This is an optimization exercise on Yosys and OpenROAD, whose aim is small area, a short achievable clock period and few clock cycles per item, not a production implementation. In this exercise RTL edits were held to simulation tests only and were not proved equivalent to the original. Power figures rest on the tool's default switching activity, not on a simulated workload.

[design.v]
module bfm (
    input  wire        clk,
    input  wire        rst,
    input  wire [6:0]  dev_addr,
    input  wire        cmd_valid,
    output wire        cmd_ready,
    input  wire [7:0]  cmd_op,
    input  wire [3:0]  cmd_reg,
    input  wire [3:0]  cmd_seg,
    input  wire [7:0]  cmd_n0,
    input  wire [7:0]  cmd_n1,
    input  wire [32:0] cmd_ival,
    input  wire [7:0]  cmd_raddr,
    input  wire [1:0]  cmd_mode,
    input  wire [7:0]  cmd_vlen,
    input  wire [63:0] cmd_vec,
    input  wire [7:0]  cmd_blen,
    input  wire [31:0] cmd_bytes,
    output wire        rsp_valid,
    input  wire        rsp_ready,
    output wire [7:0]  rsp_status,
    output wire [31:0] rsp_uval,
    output wire [32:0] rsp_sval,
    output wire [7:0]  rsp_n0,
    output wire [7:0]  rsp_n1,
    output wire [7:0]  rsp_raddr,
    output wire [1:0]  rsp_mode,
    output wire [5:0]  rsp_vlen,
    output wire [31:0] rsp_vec,
    output wire [2:0]  rsp_blen,
    output wire [31:0] rsp_bytes,
    output wire [1:0]  rsp_which,
    output wire [3:0]  rsp_name,
    output wire [7:0]  rsp_a,
    output wire [7:0]  rsp_b,
    output wire [31:0] rsp_mask,
    output wire        tr_req_valid,
    input  wire        tr_req_ready,
    output wire        tr_req_kind,
    output wire [6:0]  tr_req_dev,
    output wire [7:0]  tr_req_ra,
    output wire [2:0]  tr_req_count,
    output wire [2:0]  tr_req_wlen,
    output wire [31:0] tr_req_wbytes,
    input  wire        tr_rsp_valid,
    output wire        tr_rsp_ready,
    input  wire [7:0]  tr_rsp_status,
    input  wire [7:0]  tr_rsp_rlen,
    input  wire [31:0] tr_rsp_rbytes
);
    localparam OP_TOBITS   = 8'h01, OP_TOINT   = 8'h02, OP_TOTC   = 8'h03,
               OP_NBYTES   = 8'h04, OP_PADBYTES = 8'h05,
               OP_REGADD   = 8'h10, OP_SEGADD  = 8'h11, OP_REGGET = 8'h12,
               OP_SEGGET   = 8'h13, OP_TOTBITS = 8'h14, OP_TOTBYTES = 8'h15,
               OP_SETBITS  = 8'h20, OP_SEGUPD  = 8'h21, OP_SEGINT = 8'h22,
               OP_SEGTC    = 8'h23, OP_READ    = 8'h30, OP_WRITE  = 8'h31;
    localparam ST_OK = 4'h0, ST_CONFIG = 4'h1, ST_LENGTH = 4'h2,
               ST_INVBIT = 4'h3, ST_RANGE = 4'h4, ST_NOTFOUND = 4'h5,
               ST_DUP = 4'h6, ST_ACCESS = 4'h7, ST_INSUFF = 4'h8,
               ST_CONT = 4'h9, ST_OVERLAP = 4'hA, ST_TRANSPORT = 4'hB,
               ST_CAPACITY = 4'hC, ST_EMPTY = 4'hD, ST_ILLEGAL = 4'hE;
    integer i, r, s, t, g;
    reg st_idle;    
    reg st_rsp;     
    reg st_ex;      
    reg st_req;     
    reg st_tw;      
    reg [2:0]  nregs;
    reg [3:0]  reg_name  [0:3];
    reg [7:0]  reg_raddr [0:3];
    reg [1:0]  reg_mode  [0:3];
    reg [2:0]  reg_nsegs [0:3];
    reg [7:0]  reg_tot   [0:3];    
    reg        reg_wok   [0:3];    
    reg [1:0]  reg_wl    [0:3];    
    reg [3:0]  seg_name [0:15];    
    reg [4:0]  seg_lsb  [0:15];
    reg [4:0]  seg_msb  [0:15];
    reg [31:0] seg_bits [0:15];    
    reg [3:0]  q_st;
    reg [31:0] q_r;         
    reg        q_s;         
    reg [7:0]  q_a;         
    reg [7:0]  q_b;         
    reg [1:0]  q_m;         
    reg [5:0]  q_v;         
    reg        q_z;         
    reg [1:0]  q_u;
    reg        q_k;         
    reg [3:0]  rhit, shit;
    reg [4:0]  w_lsb;
    reg  [4:0] w_msb;
    wire [3:0] w_name = q_v[3:0];
    reg        we_set, we_shift, we_segadd, we_regadd, we_read;
    reg        x_seg, x_tc;   
    reg        x_set, x_vbad;  
    reg        t_fail;
    reg [1:0]  t_fidx;
    reg [6:0]  dev_q;
    assign cmd_ready     = st_idle;
    assign rsp_valid     = st_rsp;
    assign tr_req_valid  = st_req;
    assign tr_rsp_ready  = st_tw;
    assign tr_req_kind   = q_k;
    assign tr_req_dev    = dev_q;
    assign tr_req_ra     = q_b;
    assign tr_req_count  = q_v[2:0];
    assign tr_req_wlen   = q_v[2:0];
    assign tr_req_wbytes = q_r;
    assign rsp_status = {4'd0, q_st};
    assign rsp_uval   = {q_r[31:2] & {30{!q_z}}, q_z ? q_u : q_r[1:0]};
    assign rsp_sval   = {q_s, q_r};
    assign rsp_n0     = q_a;
    assign rsp_a      = q_a;
    assign rsp_n1     = q_b;
    assign rsp_b      = q_b;
    assign rsp_raddr  = q_b;
    assign rsp_mode   = q_m;
    assign rsp_which  = q_m;
    assign rsp_vlen   = q_v;
    assign rsp_blen   = q_v[2:0];
    assign rsp_name   = q_v[3:0];
    assign rsp_vec    = q_r;
    assign rsp_bytes  = q_r;
    assign rsp_mask   = q_r;
    wire i_tobits = cmd_op == OP_TOBITS;
    wire i_toint  = cmd_op == OP_TOINT;
    wire i_totc   = cmd_op == OP_TOTC;
    wire i_nbytes = cmd_op == OP_NBYTES;
    wire i_pad    = cmd_op == OP_PADBYTES;
    wire i_regadd = cmd_op == OP_REGADD;
    wire i_segadd = cmd_op == OP_SEGADD;
    wire i_regget = cmd_op == OP_REGGET;
    wire i_segget = cmd_op == OP_SEGGET;
    wire i_totbits = cmd_op == OP_TOTBITS;
    wire i_totbytes = cmd_op == OP_TOTBYTES;
    wire i_setbits = cmd_op == OP_SETBITS;
    wire i_segupd = cmd_op == OP_SEGUPD;
    wire i_segint = cmd_op == OP_SEGINT;
    wire i_segtc  = cmd_op == OP_SEGTC;
    wire i_read   = cmd_op == OP_READ;
    wire i_write  = cmd_op == OP_WRITE;
    wire i_ill = !(i_tobits | i_toint | i_totc | i_nbytes | i_pad | i_regadd |
                   i_segadd | i_regget | i_segget | i_totbits | i_totbytes |
                   i_setbits | i_segupd | i_segint | i_segtc | i_read | i_write);
    reg [31:0] i_vmask, i_vbits, i_vext;
    reg        i_vbad, i_vsgn;
    reg [4:0]  i_vbidx;
    reg [31:0] i_n0mask, i_vodd;
    reg [15:0] p16;
    reg [7:0]  p8;
    reg [3:0]  p4;
    reg [1:0]  p2;
    always @* begin
        for (i = 0; i < 32; i = i + 1) begin
            i_vmask[i] = (cmd_vlen > i);
            i_vbits[i] = cmd_vec[2*i] & i_vmask[i];
            i_n0mask[i] = (cmd_n0 <= i);
        end
        i_vodd = 32'd0;
        for (i = 0; i < 32; i = i + 1)
            i_vodd[i] = cmd_vec[2*i+1];
        i_vbad     = |(i_vodd & i_vmask);
        i_vbidx[4] = ~|i_vodd[15:0];
        p16        = i_vbidx[4] ? i_vodd[31:16] : i_vodd[15:0];
        i_vbidx[3] = ~|p16[7:0];
        p8         = i_vbidx[3] ? p16[15:8] : p16[7:0];
        i_vbidx[2] = ~|p8[3:0];
        p4         = i_vbidx[2] ? p8[7:4] : p8[3:0];
        i_vbidx[1] = ~|p4[1:0];
        p2         = i_vbidx[1] ? p4[3:2] : p4[1:0];
        i_vbidx[0] = ~p2[0];
        i_vsgn = 1'b0;
        for (i = 0; i < 32; i = i + 1)
            i_vsgn = i_vsgn | ((cmd_vlen == i + 1) & cmd_vec[2*i]);
        i_vext = ~i_vmask & {32{i_vsgn}};
    end
    wire       i_range = cmd_ival[32] | (|(cmd_ival[31:0] & i_n0mask));
    wire       i_vgt32 = cmd_vlen > 8'd32;
    wire [7:0] i_vm1   = cmd_vlen - 8'd1;
    wire [8:0] i_n0pad = {1'b0, cmd_n0} + 9'd7;
    wire [5:0] i_vpad  = cmd_vlen[5:0] + 6'd7;
    reg [3:0]  i_rhit, i_shit;
    reg [15:0] sm;                  
    reg [31:0] i_pack, r_pack [0:3];
    reg [4:0]  i_slsb, i_smsb, r_slsb [0:3], r_smsb [0:3];
    reg [2:0]  i_need, r_need [0:3];
    reg        f_blneed, i_sany;
    reg [3:0]  r_blneed, r_sany;
    reg [2:0]  i_nsegs;
    reg [7:0]  i_raddr, i_tot;
    reg [1:0]  i_mode;
    reg [2:0]  i_wlen, i_cnt;
    reg [4:0]  i_tbytes;
    reg        i_wok, i_rcap;
    reg [7:0]  tpad_r [0:3];
    always @* begin
        for (r = 0; r < 4; r = r + 1)
            i_rhit[r] = (r < nregs) && (reg_name[r] == cmd_reg);
        for (r = 0; r < 4; r = r + 1) begin
            r_pack[r] = 32'd0; r_slsb[r] = 5'd0; r_smsb[r] = 5'd0; 
            r_need[r] = 3'd0; r_blneed[r] = 1'b0; r_sany[r] = 1'b0;
            for (s = 0; s < 4; s = s + 1) begin
                t = r*4+s;
                sm[t]     = (s < reg_nsegs[r]) && (seg_name[t] == cmd_seg);
                r_pack[r] = r_pack[r] | ({32{s < reg_nsegs[r]}} & seg_bits[t]);
                r_slsb[r] = r_slsb[r] | ({5{sm[t]}} & seg_lsb[t]);
                r_smsb[r] = r_smsb[r] | ({5{sm[t]}} & seg_msb[t]);
                r_need[r] = r_need[r] | ({3{sm[t]}} & ({1'b0, seg_msb[t][4:3]} + 3'd1));
                r_blneed[r] = r_blneed[r] | (sm[t] & (cmd_blen[2:0] <= {1'b0, seg_msb[t][4:3]}));
                r_sany[r]   = r_sany[r] | sm[t];
            end
        end
        for (s = 0; s < 4; s = s + 1)
            i_shit[s] = (i_rhit[0] & sm[s]) | (i_rhit[1] & sm[4+s]) |
                        (i_rhit[2] & sm[8+s]) | (i_rhit[3] & sm[12+s]);
        i_pack = 32'd0; i_slsb = 5'd0; i_smsb = 5'd0; i_need = 3'd0;
        f_blneed = 1'b0; i_sany = 1'b0;
        i_nsegs = 3'd0; i_raddr = 8'd0; i_tot = 8'd0; i_mode = 2'd0; i_wok = 1'b0;
        i_wlen = 3'd0; i_cnt = 3'd0; i_tbytes = 5'd0; i_rcap = 1'b0;
        for (r = 0; r < 4; r = r + 1) begin
            i_pack   = i_pack   | ({32{i_rhit[r]}} & r_pack[r]);
            i_slsb   = i_slsb   | ({5{i_rhit[r]}} & r_slsb[r]);
            i_smsb   = i_smsb   | ({5{i_rhit[r]}} & r_smsb[r]);
            i_need   = i_need   | ({3{i_rhit[r]}} & r_need[r]);
            f_blneed = f_blneed | (i_rhit[r] & r_blneed[r]);
            i_sany   = i_sany   | (i_rhit[r] & r_sany[r]);
            tpad_r[r] = reg_tot[r] + 8'd7;
            i_wlen   = i_wlen   | ({3{i_rhit[r]}} & ({1'b0, reg_wl[r]} + 3'd1));
            i_cnt    = i_cnt    | ({3{i_rhit[r]}} & tpad_r[r][5:3]);
            i_tbytes = i_tbytes | ({5{i_rhit[r]}} & tpad_r[r][7:3]);
            i_rcap   = i_rcap   | (i_rhit[r] & (reg_tot[r] <= 8'd32));
            i_nsegs  = i_nsegs  | ({3{i_rhit[r]}} & reg_nsegs[r]);
            i_raddr  = i_raddr  | ({8{i_rhit[r]}} & reg_raddr[r]);
            i_tot    = i_tot    | ({8{i_rhit[r]}} & reg_tot[r]);
            i_mode   = i_mode   | ({2{i_rhit[r]}} & reg_mode[r]);
            i_wok    = i_wok    | (i_rhit[r] & reg_wok[r]);
        end
    end
    wire i_rany = |i_rhit;
    wire c_vec   = i_toint | i_totc | i_pad;
    wire c_rinfo = i_regget | i_totbits | i_totbytes;
    wire c_sread = i_segget | i_segint | i_segtc;
    wire c_segop = i_setbits | i_segupd | c_sread;
    wire f_n0gt32 = cmd_n0 > 8'd32;
    wire f_n0gtn1 = cmd_n0 > cmd_n1;
    wire f_n1ge32 = cmd_n1 >= 8'd32;
    wire f_blgt4  = cmd_blen > 8'd4;
    wire f_nregs4 = nregs[2];
    wire f_nsegs4 = i_nsegs[2];
    reg [3:0]  s_tobits, s_vec, s_regadd, s_segadd, s_read, s_write, s_segupd;
    always @* begin
        s_tobits  = f_n0gt32 ? ST_CAPACITY : i_range ? ST_RANGE : ST_OK;
        s_vec     = i_vgt32 ? ST_CAPACITY : i_vbad ? ST_INVBIT : ST_OK;
        s_regadd  = i_rany ? ST_DUP : f_nregs4 ? ST_CAPACITY : ST_OK;
        s_segadd  = !i_rany ? ST_NOTFOUND : f_n0gtn1 ? ST_CONFIG : i_sany ? ST_DUP :
                    (f_n1ge32 | f_nsegs4) ? ST_CAPACITY : ST_OK;
        s_read    = !i_rany ? ST_NOTFOUND : !i_mode[0] ? ST_ACCESS : !i_rcap ? ST_CAPACITY : ST_OK;
        s_write   = !i_rany ? ST_NOTFOUND : !i_mode[1] ? ST_ACCESS : ST_OK;
        s_segupd  = f_blgt4 ? ST_CAPACITY : f_blneed ? ST_INSUFF : ST_OK;
    end
    wire segnf = !i_rany | !i_sany;
    wire [3:0]  n_st = ({4{i_ill}}    & ST_ILLEGAL) |
                       ({4{i_tobits}} & s_tobits) |
                       ({4{c_vec}}    & s_vec) |
                       ({4{i_regadd}} & s_regadd) |
                       ({4{i_segadd}} & s_segadd) |
                       ({4{i_read}}   & s_read) |
                       ({4{i_write}}  & s_write) |
                       ({4{c_rinfo & !i_rany}} & ST_NOTFOUND) |
                       ({4{c_segop & segnf}} & ST_NOTFOUND) |
                       ({4{i_segupd & !segnf}} & s_segupd);
    wire [1:0]  i_ridx = {i_rhit[3] | i_rhit[2], i_rhit[3] | i_rhit[1]};
    wire [7:0]  n_a = ({8{i_ill}}     & cmd_op) |
                      ({8{c_vec}}     & {3'd0, i_vbidx}) |
                      ({8{i_regadd}}  & {5'd0, nregs}) |
                      ({8{i_segadd}}  & (f_n0gtn1 ? cmd_n0 : {5'd0, i_nsegs})) |
                      ({8{c_rinfo}}   & {6'd0, i_ridx}) |
                      ({8{i_setbits}} & {3'd0, i_vbidx}) |
                      ({8{i_segupd}}  & {5'd0, i_need}) |
                      ({8{c_sread}}   & {3'd0, i_slsb});
    wire [7:0]  n_b = ({8{i_segadd}}  & cmd_n1) |
                      ({8{i_read | i_write | c_rinfo}} & i_raddr) |
                      ({8{i_setbits}} & cmd_vlen) |
                      ({8{i_segupd}}  & cmd_blen) |
                      ({8{c_sread}}   & {3'd0, i_smsb});
    wire [1:0]  n_m = ({2{i_tobits | c_vec}} & 2'd2) |
                      ({2{i_segadd & i_rany}} & (i_sany ? 2'd1 : f_n1ge32 ? 2'd2 : 2'd1)) |
                      ({2{i_read & i_rany}} & 2'd3) |
                      ({2{c_rinfo & i_rany}} & i_mode) |
                      ({2{c_segop & i_rany}} & (!i_sany ? 2'd1 : i_segupd ? 2'd3 : 2'd0));
    wire [3:0]  nm_name = (i_rany & !i_regadd) ? cmd_seg : cmd_reg;
    wire [5:0]  n_v = ({6{i_tobits}} & cmd_n0[5:0]) |
                      ({6{c_vec}}    & {3'd0, i_vpad[5:3]}) |
                      ({6{i_read & i_rany}}  & {3'd0, i_cnt}) |
                      ({6{i_write & i_rany}} & {3'd0, i_wlen}) |
                      ({6{!(i_tobits | c_vec | ((i_read | i_write) & i_rany))}} & {2'd0, nm_name});
    wire [31:0] n_r = ({32{i_tobits}}  & cmd_ival[31:0]) |
                      ({32{c_vec | i_setbits}} & i_vbits) |
                      ({32{i_totc}}    & i_vext) |
                      ({32{i_nbytes}}  & {26'd0, i_n0pad[8:3]}) |
                      ({32{i_regadd}}  & {22'd0, cmd_raddr, cmd_mode}) |
                      ({32{i_regget}}  & {29'd0, i_nsegs}) |
                      ({32{i_totbits}} & {24'd0, i_tot}) |
                      ({32{i_totbytes}} & {27'd0, i_tbytes}) |
                      ({32{i_write}}   & i_pack) |
                      ({32{i_segupd}}  & cmd_bytes);
    wire        n_s = i_vsgn;
    wire        n_z = i_segget;
    wire        n_tr = (i_read & i_rany & i_mode[0] & i_rcap) |
                       (i_write & i_rany & i_mode[1] & i_wok);
    wire        n_slow = (i_write & i_rany & i_mode[1] & !i_wok) |
                         ((c_sread | i_setbits) & !segnf);
    wire        n_set = !segnf & i_segupd & !f_blgt4 & !f_blneed;
    wire        n_segadd = i_segadd & i_rany & !f_n0gtn1 & !i_sany & !f_n1ge32 & !f_nsegs4;
    wire        n_regadd = i_regadd & !i_rany & !f_nregs4;
    reg [2:0]  nsegs_w;
    reg [7:0]  tot_w;
    reg [4:0]  lsb_s [0:3];
    reg [4:0]  msb_s [0:3];
    reg [3:0]  name_s [0:3];
    reg [3:0]  val_s;
    reg [31:0] win_s [0:3];
    reg [31:0] le_s  [0:3];
    reg [31:0] own1, own2, le_all, gaps;
    always @* begin
        nsegs_w = 3'd0; tot_w = 8'd0;
        for (r = 0; r < 4; r = r + 1) begin
            nsegs_w = nsegs_w | ({3{rhit[r]}} & reg_nsegs[r]);
            tot_w   = tot_w   | ({8{rhit[r]}} & reg_tot[r]);
        end
        for (s = 0; s < 4; s = s + 1) begin
            lsb_s[s] = 5'd0; msb_s[s] = 5'd0; name_s[s] = 4'd0;
            for (r = 0; r < 4; r = r + 1) begin
                lsb_s[s]  = lsb_s[s]  | ({5{rhit[r]}} & seg_lsb[r*4+s]);
                msb_s[s]  = msb_s[s]  | ({5{rhit[r]}} & seg_msb[r*4+s]);
                name_s[s] = name_s[s] | ({4{rhit[r]}} & seg_name[r*4+s]);
            end
            val_s[s] = (s < nsegs_w);
            if (we_segadd && (nsegs_w == s)) begin
                lsb_s[s] = w_lsb;
                msb_s[s] = w_msb;
                val_s[s] = 1'b1;
            end
            for (g = 0; g < 32; g = g + 1) begin
                le_s[s][g]  = (g <= msb_s[s]);
                win_s[s][g] = (g >= lsb_s[s]) && (g <= msb_s[s]);
            end
        end
        own1 = 32'd0; own2 = 32'd0; le_all = 32'd0;
        for (s = 0; s < 4; s = s + 1) begin
            own2   = own2 | (own1 & win_s[s] & {32{val_s[s]}});
            own1   = own1 | (win_s[s] & {32{val_s[s]}});
            le_all = le_all | (le_s[s] & {32{val_s[s]}});
        end
        gaps = le_all & ~own1;
    end
    wire       chk_ok = (val_s != 4'd0) && (gaps == 32'd0) && (own2 == 32'd0);
    wire [1:0] chk_wl = le_all[24] ? 2'd3 : le_all[16] ? 2'd2 : le_all[8] ? 2'd1 : 2'd0;
    reg  [31:0] sel_bits;
    always @* begin
        sel_bits = 32'd0;
        for (r = 0; r < 4; r = r + 1)
            for (s = 0; s < 4; s = s + 1)
                sel_bits = sel_bits | ({32{rhit[r] & shit[s]}} & seg_bits[r*4+s]);
    end
    wire [5:0]  x_width = {1'b0, w_msb} - {1'b0, w_lsb} + 6'd1;
    wire        x_leneq = (q_b == {2'd0, x_width});
    wire        set_now = st_ex & x_set & x_leneq & !x_vbad;
    wire [31:0] x_shr   = sel_bits >> w_lsb;
    wire        x_sgn   = sel_bits[w_msb];
    reg  [31:0] x_ext;
    always @* begin
        for (g = 0; g < 32; g = g + 1)
            x_ext[g] = (g >= x_width) & x_sgn & x_tc;
    end
    wire [31:0] shl = q_r << w_lsb;
    reg  [31:0] wdata [0:3];
    reg  [15:0] wen;
    always @* begin
        for (s = 0; s < 4; s = s + 1)
            wdata[s] = (we_shift ? shl : q_r) & win_s[s] & {32{!we_segadd}};
        for (r = 0; r < 4; r = r + 1)
            for (s = 0; s < 4; s = s + 1)
                wen[r*4+s] = rhit[r] & (
                    ((we_set | set_now) & shit[s]) |
                    (we_segadd & (nsegs_w == s)) |
                    (we_read & (s < nsegs_w) & (!t_fail | (s < t_fidx))));
    end
    always @(posedge clk) begin
        for (t = 0; t < 16; t = t + 1)
            if (wen[t]) seg_bits[t] <= wdata[t % 4];
        for (r = 0; r < 4; r = r + 1)
            for (s = 0; s < 4; s = s + 1)
                if (we_segadd & rhit[r] & (nsegs_w == s)) begin
                    seg_name[r*4+s] <= w_name;
                    seg_lsb[r*4+s]  <= w_lsb;
                    seg_msb[r*4+s]  <= w_msb;
                end
        for (r = 0; r < 4; r = r + 1) begin
            if (we_regadd & (nregs[1:0] == r)) begin
                reg_name[r]  <= w_name;
                reg_raddr[r] <= q_r[9:2];
                reg_mode[r]  <= q_r[1:0];
                reg_nsegs[r] <= 3'd0;
                reg_tot[r]   <= 8'd0;
                reg_wok[r]   <= 1'b0;
                reg_wl[r]    <= 2'd0;
            end
            if (we_segadd & rhit[r]) begin
                reg_nsegs[r] <= nsegs_w + 3'd1;
                reg_tot[r]   <= tot_w + {3'd0, w_msb} - {3'd0, w_lsb} + 8'd1;
                reg_wok[r]   <= chk_ok;
                reg_wl[r]    <= chk_wl;
            end
        end
    end
    wire accept = st_idle & cmd_valid;
    always @(posedge clk) begin
        dev_q <= dev_addr;
        we_set    <= accept & n_set;
        we_shift  <= i_setbits;
        we_segadd <= accept & n_segadd;
        we_regadd <= accept & n_regadd;
        we_read   <= st_tw & tr_rsp_valid & !q_k & (tr_rsp_status == 8'd0);
        if (rst) begin
            st_idle <= 1'b1; st_rsp <= 1'b0; st_ex <= 1'b0; st_req <= 1'b0; st_tw <= 1'b0;
            nregs   <= 3'd0;
            we_set <= 1'b0; we_segadd <= 1'b0; we_regadd <= 1'b0; we_read <= 1'b0;
        end else begin
            if (we_regadd) nregs <= nregs + 3'd1;
            if (accept) begin
                st_idle <= 1'b0;
                st_req  <= n_tr;
                st_ex   <= n_slow;
                st_rsp  <= !n_tr & !n_slow;
            end
            if (st_ex) begin st_ex <= 1'b0; st_rsp <= 1'b1; end
            if (st_req & tr_req_ready) begin st_req <= 1'b0; st_tw <= 1'b1; end
            if (st_tw & tr_rsp_valid) begin st_tw <= 1'b0; st_rsp <= 1'b1; end
            if (st_rsp & rsp_ready) begin st_rsp <= 1'b0; st_idle <= 1'b1; end
        end
    end
    always @(posedge clk) begin
        if (st_ex) begin
            if (x_seg) begin
                q_r <= x_shr | x_ext;
                q_s <= x_sgn;
                q_v <= x_width;
            end else if (x_set) begin
                if (!x_leneq) begin
                    q_st <= ST_LENGTH;
                    q_a  <= {2'd0, x_width};
                end else if (x_vbad)
                    q_st <= ST_INVBIT;
            end else begin
                q_st <= (val_s == 4'd0) ? ST_EMPTY : (gaps != 32'd0) ? ST_CONT : ST_OVERLAP;
                q_r  <= (gaps != 32'd0) ? gaps : own2;
            end
        end
        if (st_tw & tr_rsp_valid) begin
            q_a    <= tr_rsp_status;
            q_b    <= tr_rsp_rlen;
            q_r    <= tr_rsp_rbytes;
            q_st   <= ST_OK;
            t_fail <= 1'b0;
            t_fidx <= 2'd0;
            for (s = 3; s >= 0; s = s - 1)
                if (val_s[s] && (tr_rsp_rlen < {6'd0, msb_s[s][4:3]} + 8'd1)) begin
                    t_fail <= 1'b1;
                    t_fidx <= s[1:0];
                    q_v    <= {2'd0, name_s[s]};
                    if (!q_k) begin
                        q_st <= ST_INSUFF;
                        q_a  <= {6'd0, msb_s[s][4:3]} + 8'd1;
                    end
                end
            if (tr_rsp_status != 8'd0) begin
                q_st <= ST_TRANSPORT;
                q_a  <= tr_rsp_status;
            end
        end
        if (st_idle) begin
            q_st <= n_st; q_r <= n_r; q_s <= n_s; q_a <= n_a; q_b <= n_b;
            q_m <= n_m; q_v <= n_v; q_z <= n_z; q_k <= i_write;
            q_u  <= {i_shit[3] | i_shit[2], i_shit[3] | i_shit[1]};
            rhit <= i_rhit;
            shit <= i_shit;
            w_lsb  <= i_segadd ? cmd_n0[4:0] : i_slsb;
            w_msb  <= i_segadd ? cmd_n1[4:0] : i_smsb;
            x_set  <= i_setbits;
            x_vbad <= i_vbad;
            x_seg  <= i_segget | i_segint | i_segtc;
            x_tc   <= i_segtc;
        end
    end
endmodule
[flow/run.sh]
#!/bin/bash
# The standard layout (the standard.sh: standard synthesis, floorplan,
# placement, CTS, routing, finish), unchanged except that ORFS's
# repair_timing steps are asked to leave more setup slack than the
# 20 ns clock needs, so that they size and buffer the design for speed.
# The SDC (clock period, I/O delays, loads) is the standard flow's, untouched.
set -euo pipefail
cd "$(dirname "$0")/.."
bash standard.sh SETUP_SLACK_MARGIN=14 finish > flow_make.log 2>&1
[standard.sh]
#!/bin/bash
# synth_recipe.tcl (not shown) runs the flow's synth.tcl, then flattens the netlist and writes it again
# the make line also repeats each setting of config.mk as NAME=value (left out here)
make -C /OpenROAD-flow-scripts/flow DESIGN_CONFIG=/design/flow/config.mk WORK_HOME=/design/flow/orfs CLKGATE_MAP_FILE= SYNTH_SCRIPT=/design/flow/synth_recipe.tcl "${@:-finish}"
[config.mk]
export PLATFORM = sky130hd
export DESIGN_NAME = bfm
export DESIGN_NICKNAME = bfm
export VERILOG_FILES = /design/flow/design.v
export SDC_FILE = /design/flow/constraint.sdc
export NUM_CORES = 4
export LEC_CHECK = 0
export ABC_AREA = 1
export CAP_MARGIN = 20
export CORE_MARGIN = 2
export CORE_UTILIZATION = 38
export SETUP_SLACK_MARGIN = 1.0
export SLEW_MARGIN = 20
[constraint.sdc]
create_clock -name core_clock -period 20.0 [get_ports {clk}]
set_input_delay 4.0000 -clock core_clock [delete_from_list [all_inputs] [get_ports {clk}]]
set_output_delay 4.0000 -clock core_clock [all_outputs]
set_load 0.01 [all_outputs]
==> summary.txt, run 1 <==
Largest net degree at the start of global routing = 116
Via density = 6.51
Synth Register Bits = 958
Total core area = 167000 µm²
Max Fclk = 0.163 GHz
Row count = 150
Part of the Yosys area used for sequential elements = 44.8%
Area post-placement = 70800 µm²
Worst hold path type = reg2reg
Worst VDD drop = 67.1 µV
Number of synthesized flops with an enable pin = 932
Switching Fraction = 35.3%
Sequential power share = 38.1%
Die ar. = 171000 µm²
Synth Area in Adders = 2.29%
Worst Path Required = 20530 ps
Antenna Nets Post-Route = 0
IO Port Bufs = 527
Critical Path Source Type = flip-flop
Setup-failing EPs final = 0
GRT overflow = 0
Final worst-path cycle share = 30.7%
Synth Area in XOR/XNOR = 0.660%
RSZ-0062 raised after global routing = true
Asr flop ratio synth = 0%
CTS tree = yes
Top_reg_cell synth = edfxtp_1
Slew headroom = 11.9%
Routed vias = 72000
Crit Path Max Fanout = 26
Crit path top cell by count = nand2_1
Crit end category = flip-flop
Final min period = 6150 ps
Mapped cell area = 63700 µm²
CP max-delay cell = nor2_1
Yosys synthesis warning count = 23
CP max stage delay = 760 ps
DR iter-0 viols = 13000
Final TNS setup = 0 ps
Crit path DAT = 6680 ps
Gr usage total = 49.8%
Htree depth = 3
Switch Pwr = 2.09 mW
Compound-Gate Fraction of Synth Area = 16.0%
Crit path kind = reg2reg
Clock buffer depth = 3
WL/cell = 39.9 µm
CTS hold repair buffers = 0
Gate power share = 26.2%
Synth Area per Inst = 7.79 µm²
NumNets Final = 9104
Max Cap Viol = 0
Power Density = 74.6 nW/µm²
Clock Power Share = 35.7%
Cell variety after synth = 75
Inst Count DP = 10600
# IOs = 532
DRC viols = 0
Area growth, synth to finish = 24.7%
Clock Tree Root = clkbuf_16
Initial antenna violation count = 44
Clk pin slew, worst setup/hold paths = 60 ps
Placer congestion estimate = 1.08
CTS sink cnt = 958
Dpl hpwl = 323 mm
First-pass GRT wire length = 576 mm
Final wirelength = 441 mm
Clock Latency Late Sink = 850 ps
Starting density of the core = 38.2%
Fin util = 47.6%
Die height = 413 µm
Cts bufs inserted = 110
Largest family of logic cells by synthesized area = simple AND/OR/NAND/NOR gates
Layout cells sized above 1 = 13.7%
Worst clock skew = 84.9 ps
Internal power = 3.83 mW
Mux share of post-synthesis cell area = 0.409%
Non-filler cells, final = 11100
Max-slew violation count = 0
Die width = 413 µm
Status = finished clean
Fraction of the mapped netlist area in simple logic gates = 26.2%
Final hold vios = 0
Iteration count of the initial detailed-routing pass = 7
Leakage dissipation = 32.6 nW
Worst-margin pin slew = 1320 ps
Post-Syn Instances = 8172
Vias in the first global route = 65600
Post-route cell area = 79400 µm²
-- timing repair --
action                     in CTS  in global routing
resized for setup             506                255
cloned                         15                  5
hold endpoints to repair        0                  0
setup endpoints to repair     790                200
pin swaps                      43                 60
buffers inserted              186                 62
-- cell usage in the layout, fill, tap and decap left out, types with 41 or more instances in the layout --
cell,instances
nand3_1,500
nand4_1,117
o21ai_1,60
o22ai_1,153
nand2_2,68
nor2_4,47
buf_12,43
ha_1,102
buf_4,369
a221oi_1,66
dlymetal6s2s_1,41
dlygate4sd2_1,51
nand2_1,2211
a31oi_1,85
nor3_1,65
clkbuf_16,114
edfxtp_1,932
o21ai_0,466
o211ai_1,42
a22oi_1,106
nor2_1,737
nor2_2,47
inv_1,727
a211oi_1,56
clkdlybuf4s50_1,413
a21oi_1,287
inv_2,61
-- kinds of logic after synthesis --
| group | count (synthesis) |
|---|---|
| xor+xnor | 48 |
| mux | 26 |
| simple gates | 3987 |
| fa+ha+maj | 113 |
| buf+inv | 1396 |
| other cells | 1 |
| compound gates | 1643 |
| flops | 958 |
-- routing by layer --
layer	track usage (%)	vias to the layer above	routed length (µm)
met1	60.9	34600	156000
met5	0.0565	-	199
met2	70.6	6470	177000
met3	16.2	1636	59600
met4	42.2	30	48000
li1	-	29200	-
-- worst max-delay path: cells and delay by family, from the launching register on --
family | cells | cell delay (ps)
and+or+nand+nor | 20 | 4110
DFF | 1 | 500
AOI/OAI and AO/OA | 1 | 200
buffers and inverters | 4 | 940
-- through the flow --
stage	hold WS [ps]	setup slack [ps]	power (mW)
finish	529	13850	5.92
global route	557	13910	6.00
detailed placement	509	11570	3.67
global placement	510	11010	3.68
CTS	514	13970	5.79
floorplan	445	13960	2.97
-- cell usage after synthesis, drive strengths merged (21+ instances only) --
library cell / number / area [µm²]
a211oi: 62 / 465
a21oi: 317 / 1590
a221oi: 80 / 701
a22o: 30 / 263
a22oi: 113 / 848
a31oi: 104 / 651
buf: 301 / 2000
clkbuf: 252 / 946
dfxtp: 26 / 521
edfxtp: 932 / 28000
ha: 106 / 1330
inv: 825 / 3100
mux2i: 26 / 260
nand2: 2291 / 8710
nand3: 543 / 2730
nand4: 117 / 732
nor2: 833 / 3310
nor3: 91 / 455
nor3b: 23 / 173
nor4: 27 / 169
o2111ai: 44 / 385
o211ai: 42 / 315
o21ai: 560 / 2860
o221ai: 21 / 184
o22ai: 162 / 1010
or2: 33 / 206
xor2: 39 / 342
-- sequential cells by signal, indices dropped and copies added (netlist names), 5 cells and up --
signal	count
seg_bits	512
seg_lsb	80
seg_msb	80
seg_name	64
q_r	32
reg_raddr	32
reg_tot	32
reg_name	16
reg_nsegs	12
q_a	8
q_b	8
reg_mode	8
reg_wl	8
dev_q	7
q_v	6
w_lsb	5
w_msb	5
-- final timing paths --
kind | startpoint | endpoint | slack (ps) | cells after the start
min reg2reg | st_rsp$_SDFFE_PP0P_ | st_idle$_SDFFE_PP1P_ | 530 | 2
max | rhit[2]$_DFFE_PP_ | q_r[31]$_DFFE_PP_ | 13850 | 25
min | st_rsp$_SDFFE_PP0P_ | st_idle$_SDFFE_PP1P_ | 530 | 2
max reg2reg | rhit[2]$_DFFE_PP_ | q_r[31]$_DFFE_PP_ | 13850 | 25
-- power groups by stage --
stage	Clock (mW)	Sequential, mW	Combinational (mW)
detailed placement	0	2.32	1.35
global placement	0	2.32	1.35
global route	2.17	2.25	1.58
floorplan	0	2.30	0.668
finish	2.11	2.25	1.55
CTS	2.10	2.26	1.44
-- cell type report --
cell class                      instances  area (µm²)
Inverter                              843        3370
Timing Repair inverter                  6        42.5
Clock inverter                         73         820
Antenna cell                           22        55.1
Tap cell                             2204        2760
Clock buffer                          127        2820
Sequential cell                       958       28500
Multi-Input combinational cell       5825       31100
Fill cell                           16400       87500
Timing Repair Buffer                 1000        9860
Testbench counts, summed over its fixed seeds: cycles 8,645, items 3,200.
==> run 2: changes to the inputs <==
==> flow/run.sh (replaced) <==
#!/bin/bash
# The standard layout (the standard.sh: standard synthesis, floorplan,
# placement, CTS, routing, finish) with two changes of how it is made:
# - ORFS's repair_timing steps are asked to leave more setup slack than the
#   20 ns clock needs, so that they size and buffer the design for speed;
# - every input and output port still gets its own buffer, but a plain
#   buf_1 rather than the delay buffer buffer_ports picks by itself
#   (repair resizes it where timing needs).
# The SDC (clock period, I/O delays, loads) is the standard flow's, untouched.
set -euo pipefail
cd "$(dirname "$0")/.."
bash standard.sh "BUFFER_PORTS_ARGS=-buffer_cell sky130_fd_sc_hd__buf_1" \
    SETUP_SLACK_MARGIN=14 finish > flow_make.log 2>&1
==> summary.txt, run 2 <==
Dpl hpwl = 320 mm
CP max-delay cell = o21ai_0
Cts bufs inserted = 108
Crit path kind = in2reg
Delay-heaviest family, CP = compound AO/OA/AOI/OAI gates
Routed vias = 73100
Asr flop ratio synth = 0%
Antenna Nets Post-Route = 0
Slew headroom = 7.55%
Clock Tree Root = clkbuf_16
Leakage dissipation = 30.0 nW
Via density = 6.65
Fin util = 44.9%
Critical Path Source Type = primary input
Setup-failing EPs final = 0
Part of the Yosys area used for sequential elements = 44.8%
R2R setup slack = 13910 ps
Commonest cells after routing, fill and taps aside = nand2_1 (2216), edfxtp_1 (932), inv_1 (744)
Initial antenna violation count = 53
Max Cap Viol = 0
Final worst-path cycle share = 30.5%
Top cell type's share of synthesized area = 44.0%
Worst Path Required = 20550 ps
FILL cells = 16800
Row count = 150
Multi-input gate area = 30700 µm²
Worst-margin pin slew = 1390 ps
Synth Register Bits = 958
NumNets Final = 9022
Final wirelength = 441 mm
Buffers plus inverters on the worst setup path = 2
Final min period = 6100 ps
Die height = 413 µm
DRC viols = 0
Largest regs = seg_bits (512), seg_lsb (80), seg_msb (80)
Number of flip-flops in the largest register = 512
Synth area leaders = edfxtp_1 (44%), nand2_1 (13%), nor2_1 (4.7%), inv_1 (4.7%), nand3_1 (4.3%)
Die width = 413 µm
Area growth, synth to finish = 17.8%
Mapped cell area = 63700 µm²
Starting density of the core = 38.2%
R2r worst-path depth = 20
Power Density = 77.7 nW/µm²
CTS sink cnt = 958
Yosys synthesis warning count = 23
Storage element area = 28500 µm²
Vias in the first global route = 64700
WL/cell = 40.1 µm
# IOs = 532
Number of synthesized flops with an enable pin = 932
Worst Setup EP = q_st[2]$_DFFE_PP_
CTS tree = yes
Commonest non-fill, non-tap cell in the layout = nand2_1
Reg2reg start = rhit[3]$_DFFE_PP_
Clock Latency Late Sink = 850 ps
Max-slew violation count = 0
CTS hold repair buffers = 0
Cell variety after synth = 75
IO Port Bufs = 527
Placer congestion estimate = 1.12
CP max stage delay = 780 ps
Clk pin slew, worst setup/hold paths = 60 ps
DR iter-0 viols = 14500
Layout cells sized above 1 = 12.1%
Iteration count of the initial detailed-routing pass = 10
Top cell type by total area after synthesis = edfxtp_1
Reg2reg end = q_r[31]$_DFFE_PP_
Worst VDD drop = 79.3 µV
Post-Syn Instances = 8172
Largest net degree at the start of global routing = 82
Synth Area per Inst = 7.79 µm²
Die ar. = 171000 µm²
Top_reg_cell synth = edfxtp_1
Count leader, synth = nand2_1
GRT overflow = 0
Crit end category = flip-flop
Crit Path Max Fanout = 18
Htree depth = 3
Crit path DAT = 6650 ps
Final hold vios = 0
Max Fclk = 0.164 GHz
Hold depth = 2
Worst Setup SP = cmd_blen[1]
RSZ-0062 raised after global routing = true
First-pass GRT wire length = 575 mm
Clock buffer depth = 3
CP Cell Sequence = buf_1, buf_4, o21ai_0, and3_1, o21ai_0, nor3_1, o211ai_1, nor3_1, nand3_1, o21ai_1, o21ai_1
Gr usage total = 49.8%
Most frequent cells after synthesis = nand2_1 (2255), edfxtp_1 (932), nor2_1 (802)
Final TNS setup = 0 ps
Status = finished clean
Design Power = 5.82 mW
Register bank with the most flops = seg_bits
Total core area = 167000 µm²
Worst hold path type = reg2reg
CP Depth = 11
Worst clock skew = 65.2 ps
==> run 2: logic make-up (layout without fill, tap and decap cells) <==
family	after synthesis	count (layout)	synth area share, %
flops	958	958	44.8
buf+inv	1396	1972	9.60
xor+xnor	48	48	0.660
other cells	1	38	0.00589
mux	26	26	0.409
compound gates	1643	1643	16.0
fa+ha+maj	113	113	2.29
simple gates	3987	3989	26.2
==> run 2: worst min-delay path by stage <==
stage	endpoint	slack, ps	startpoint
floorplan	we_regadd$_SDFF_PP0_	450	nregs[2]$_SDFFE_PP0P_
global placement	st_tw$_SDFFE_PP0P_	510	st_tw$_SDFFE_PP0P_
detailed placement	st_idle$_SDFFE_PP1P_	510	st_rsp$_SDFFE_PP0P_
CTS	st_idle$_SDFFE_PP1P_	530	st_rsp$_SDFFE_PP0P_
global route	st_idle$_SDFFE_PP1P_	580	st_rsp$_SDFFE_PP0P_
finish	st_idle$_SDFFE_PP1P_	530	st_rsp$_SDFFE_PP0P_
==> run 2: worst reg2reg max path, stage by stage (launching register included) <==
cell,delay [ps]
edfxtp_1,430
buf_12,190
nand2_1,840
clkinvlp_4,620
buf_4,450
nand2_1,270
nand3_1,100
nor3b_1,250
nand3_1,450
nand2_1,210
nand3_1,90
nand3_1,220
nand3_1,120
nand3_1,100
nand2_1,580
nand3_1,310
nand2_1,200
a21oi_1,230
nand2_1,70
nand2_1,80
nand2_1,50
==> run 2: metrics by stage <==
| step | instances | area (µm²) | worst slack [ps] | hold slack (ps) |
|---|---|---|---|---|
| final | 11000 | 75000 | 13900 | 534 |
| after global placement | 10600 | 67400 | 11430 | 514 |
| after CTS | 10900 | 73300 | 13920 | 535 |
| after global routing | 11000 | 74900 | 13900 | 583 |
| after detailed placement | 10600 | 67600 | 11630 | 515 |
| after floorplan | 8175 | 63800 | 13960 | 445 |
==> run 2: layer usage <==
| metal | up-vias | routed length (µm) | GRT usage, % |
|---|---|---|---|
| met5 | - | 754 | 2.85 |
| met4 | 48 | 48500 | 41.9 |
| met3 | 1909 | 65700 | 20.3 |
| met2 | 7067 | 175000 | 69.5 |
| met1 | 35100 | 152000 | 59.2 |
| li1 | 29000 | - | - |
==> run 2: timing repair <==
action                     in CTS  in global routing
gates resized for setup       294                184
setup buffers                  79                 78
cloned                         10                  7
pin swaps                      21                 46
setup endpoints to repair     656                576
==> run 2: layout make-up <==
cell class	count	share of cell area, %
Tap cell	2204	3.68
Clock inverter	75	1.11
Sequential cell	958	38.0
Multi-Input combinational cell	5823	40.9
Antenna cell	34	0.114
Clock buffer	126	3.75
Timing Repair Buffer	921	7.79
Inverter	843	4.52
Timing Repair inverter	7	0.0651
==> run 2: report_power, final <==
| group | internal, mW | total, mW | leakage, nW | switching, mW |
|---|---|---|---|---|
| logic | 0.312 | 1.44 | 19.6 | 1.13 |
| registers | 2.23 | 2.27 | 8.70 | 0.0459 |
| clock network | 1.17 | 2.11 | 1.76 | 0.941 |
==> run 3: changes to the inputs <==
--- a/config.mk
+++ b/config.mk
@@ -10,4 +10,5 @@
 export CORE_MARGIN = 2
 export CORE_UTILIZATION = 38
+export CTS_BUF_LIST = sky130_fd_sc_hd__clkbuf_4 sky130_fd_sc_hd__clkbuf_8
 export SETUP_SLACK_MARGIN = 1.0
 export SLEW_MARGIN = 20
==> summary.txt, run 3 <==
FILL cells = 16900
Starting density of the core = 38.2%
CP Cell Sequence = buf_1, nor2_1, nand3_4, nor4_1, nand2_2, nor2_1, inv_1, o21ai_0, a21oi_2, nor2_1, nor2_1
Clock Latency Late Sink = 1000 ps
Post-Syn Instances = 8172
Gr usage total = 49.8%
IO Port Bufs = 527
Synth Area per Inst = 7.79 µm²
Crit path DAT = 6950 ps
R2r worst-path depth = 20
Clock buffer depth = 3
Largest regs = seg_bits (512), seg_lsb (80), seg_msb (80)
Leakage dissipation = 30.0 nW
CP max stage delay = 520 ps
Die width = 413 µm
Non-filler cells, final = 11100
Part of the Yosys area used for sequential elements = 44.8%
Clock Tree Root = clkbuf_8
Status = finished clean
Placer congestion estimate = 1.12
Final wirelength = 441 mm
DRC viols = 0
Commonest non-fill, non-tap cell in the layout = nand2_1
Max-slew violation count = 0
Total core area = 167000 µm²
Min-delay src = st_rsp$_SDFFE_PP0P_
Delay-heaviest family, CP = simple AND/OR/NAND/NOR gates
Final worst-path cycle share = 31.1%
Storage element area = 28500 µm²
CP max-delay cell = o21ai_0
Max Fclk = 0.161 GHz
Dpl ws = 11630 ps
Clk pin slew, worst setup/hold paths = 70 ps
Row count = 150
Largest net degree at the start of global routing = 82
RSZ-0062 raised after global routing = true
Reg2reg end = q_r[31]$_DFFE_PP_
Yosys synthesis warning count = 23
Iteration count of the initial detailed-routing pass = 11
GRT overflow = 0
CTS tree = yes
Number of flip-flops in the largest register = 512
Most frequent cells after synthesis = nand2_1 (2255), edfxtp_1 (932), nor2_1 (802)
Worst hold path type = reg2reg
Reg2reg start = rhit[3]$_DFFE_PP_
Number of synthesized flops with an enable pin = 932
Antenna Nets Post-Route = 0
Crit path kind = in2reg
Cts bufs inserted = 175
Dpl hpwl = 320 mm
Area growth, synth to finish = 16.7%
Htree depth = 4
Die ar. = 171000 µm²
Final TNS setup = 0 ps
Multi-input gate area = 30400 µm²
Vias in the first global route = 65100
Synth Register Bits = 958
Die height = 413 µm
Power Density = 77.0 nW/µm²
Worst Path Required = 20730 ps
Final hold vios = 0
Design Power = 5.72 mW
DR iter-0 viols = 14400
R2R setup slack = 13870 ps
Critical Path Source Type = primary input
Fin Hold WS = 537 ps
Top cell type by total area after synthesis = edfxtp_1
Mapped cell area = 63700 µm²
WL/cell = 39.9 µm
Layout cells sized above 1 = 12.6%
Routed vias = 73100
Top_reg_cell synth = edfxtp_1
Cell variety after synth = 75
Via density = 6.61
# IOs = 532
Commonest cells after routing, fill and taps aside = nand2_1 (2221), edfxtp_1 (932), inv_1 (743)
Worst clock skew = 105 ps
Crit path top cell by count = nor2_1
Worst VDD drop = 72.0 µV
Final WS setup = 13780 ps
Crit Path Max Fanout = 13
Inst Count DP = 10600
Asr flop ratio synth = 0%
Synth area leaders = edfxtp_1 (44%), nand2_1 (13%), nor2_1 (4.7%), inv_1 (4.7%), nand3_1 (4.3%)
Min-Delay Endpoint = st_idle$_SDFFE_PP1P_
Count leader, synth = nand2_1
Initial antenna violation count = 52
Hold depth = 2
NumNets Final = 9061
Worst-margin pin slew = 1420 ps
Crit end category = flip-flop
Buffers plus inverters on the worst setup path = 2
Slew headroom = 5.17%
Max Cap Viol = 0
First-pass GRT wire length = 575 mm
Final min period = 6220 ps
Top cell type's share of synthesized area = 44.0%
Setup-failing EPs final = 0
CTS sink cnt = 958
Register bank with the most flops = seg_bits
==> run 3: changes by cell type in the layout (fill, tap and decap cells not counted), moves of 26 or more <==
cell,before,now
clkinv_1,28,58
clkbuf_8,7,180
buf_1,507,478
clkbuf_16,114,4
clkbuf_4,1,52
buf_4,319,293
==> run 3: repair_timing <==
| item | 4_1_cts | 5_1_grt |
|---|---|---|
| setup buffers | 68 | 64 |
| hold buffers | 0 | 0 |
| resized for setup | 277 | 172 |
| endpoints found under the setup margin | 658 | 600 |
| pin swaps | 10 | 22 |
| gates cloned | 7 | 8 |
==> run 3: worst register-to-register path: stages, from the launching register on <==
cell      delay [ps]
edfxtp_1         430
buf_12           190
nand2_1          720
clkinv_1         790
buf_4            560
nand2_1          160
nand2_1           60
nor4_1           260
nand3_1          520
o21ai_0          340
nand2_1           70
nand3_1           90
nand3_1           80
nand3_1          110
nand2_1          590
nand3_1          310
nand2_1          200
a21oi_1          220
nand2_1           70
nand2_1           80
nand2_1           50
==> run 3: cell families (layout without fill, tap and decap cells) <==
logic type	after synthesis	count (layout)	synth area share, %
compound gates	1643	1643	16.0
xor+xnor	48	48	0.660
fa+ha+maj	113	113	2.29
buf+inv	1396	2052	9.60
flops	958	958	44.8
mux	26	26	0.409
other cells	1	39	0.00589
simple gates	3987	3989	26.2
==> run 3: metrics by stage <==
stage               area, µm²  utilization [%]
floorplan               63800                -
global placement        67400             40.4
detailed placement      67600             40.5
CTS                     72900             43.7
global route            74200             44.5
finish                  74300             44.5
==> run 3: final cells by class <==
| class | instances | area share (%) |
|---|---|---|
| Sequential cell | 958 | 38.4 |
| Tap cell | 2204 | 3.71 |
| Antenna cell | 35 | 0.118 |
| Timing Repair Buffer | 894 | 7.54 |
| Clock inverter | 85 | 0.987 |
| Timing Repair inverter | 6 | 0.0556 |
| Inverter | 843 | 4.52 |
| Multi-Input combinational cell | 5823 | 40.9 |
| Clock buffer | 224 | 3.74 |
==> run 3: worst max-delay path by stage <==
| stage | startpoint | to | slack [ps] | cells after the start |
|---|---|---|---|---|
| global placement | cmd_vlen[4] | q_r[28]$_DFFE_PP_ | 11430 | 11 |
| finish | tr_rsp_rlen[5] | q_a[1]$_DFFE_PP_ | 13780 | 11 |
| floorplan | cmd_vec[1] | q_a[0]$_DFFE_PP_ | 13960 | 17 |
| CTS | q_z$_DFFE_PP_ | rsp_uval[0] | 13890 | 4 |
| detailed placement | cmd_vlen[4] | q_r[29]$_DFFE_PP_ | 11630 | 11 |
| global route | cmd_op[5] | q_r[5]$_DFFE_PP_ | 13910 | 14 |
==> run 3: power by group <==
group          switching [mW]  leakage, nW  total (mW)  internal [mW]
clock                   0.948         1.83        1.99           1.05
sequential             0.0406         8.70        2.27           2.23
combinational            1.13         19.4        1.45          0.323
total                    2.12         30.0        5.72           3.60
==> run 3: layer usage <==
metal	part of all wire [%]	global-route usage (%)	wire length, µm
met1	35	59.1	153000
met4	11	42.2	49000
met3	15	21.1	65400
met5	0.12	0	541
met2	39	69.1	174000

[port drivers added, routing unchanged]
The results above use ideal ports. As a check the final layouts listed here were re-extracted and re-timed, cells and wires unchanged. Step 1 sets driving cells, clkbuf_16 on the clock port and buf_2 on the other inputs (assumed; they add their load-dependent delay and slew). Step 2 moves the port delays by t, midway between the first and last clock arrival at a register: inputs arrive t later, outputs are due t later. That takes back most of the time a late clock gives input paths. Slacks: ideal ports / drivers / drivers and shift; pairs: ideal ports / drivers.
| run | t, ns | slack for setup (ns) | cell pins on the clock port's net |
|---|---|---|---|
| run 1 | 0.883 | 13.854 / 13.854 / 13.056 | 1 |
| run 2 | 0.893 | 13.898 / 13.906 / 13.037 | 1 |
| run 3 | 1.024 | 13.781 / 13.837 / 12.813 | 1 |
After both steps setup and hold are still met in every run listed. For run 3, which loses most, drivers alone change the setup slack by +0.056 ns; drivers and shift together by -0.968 ns.
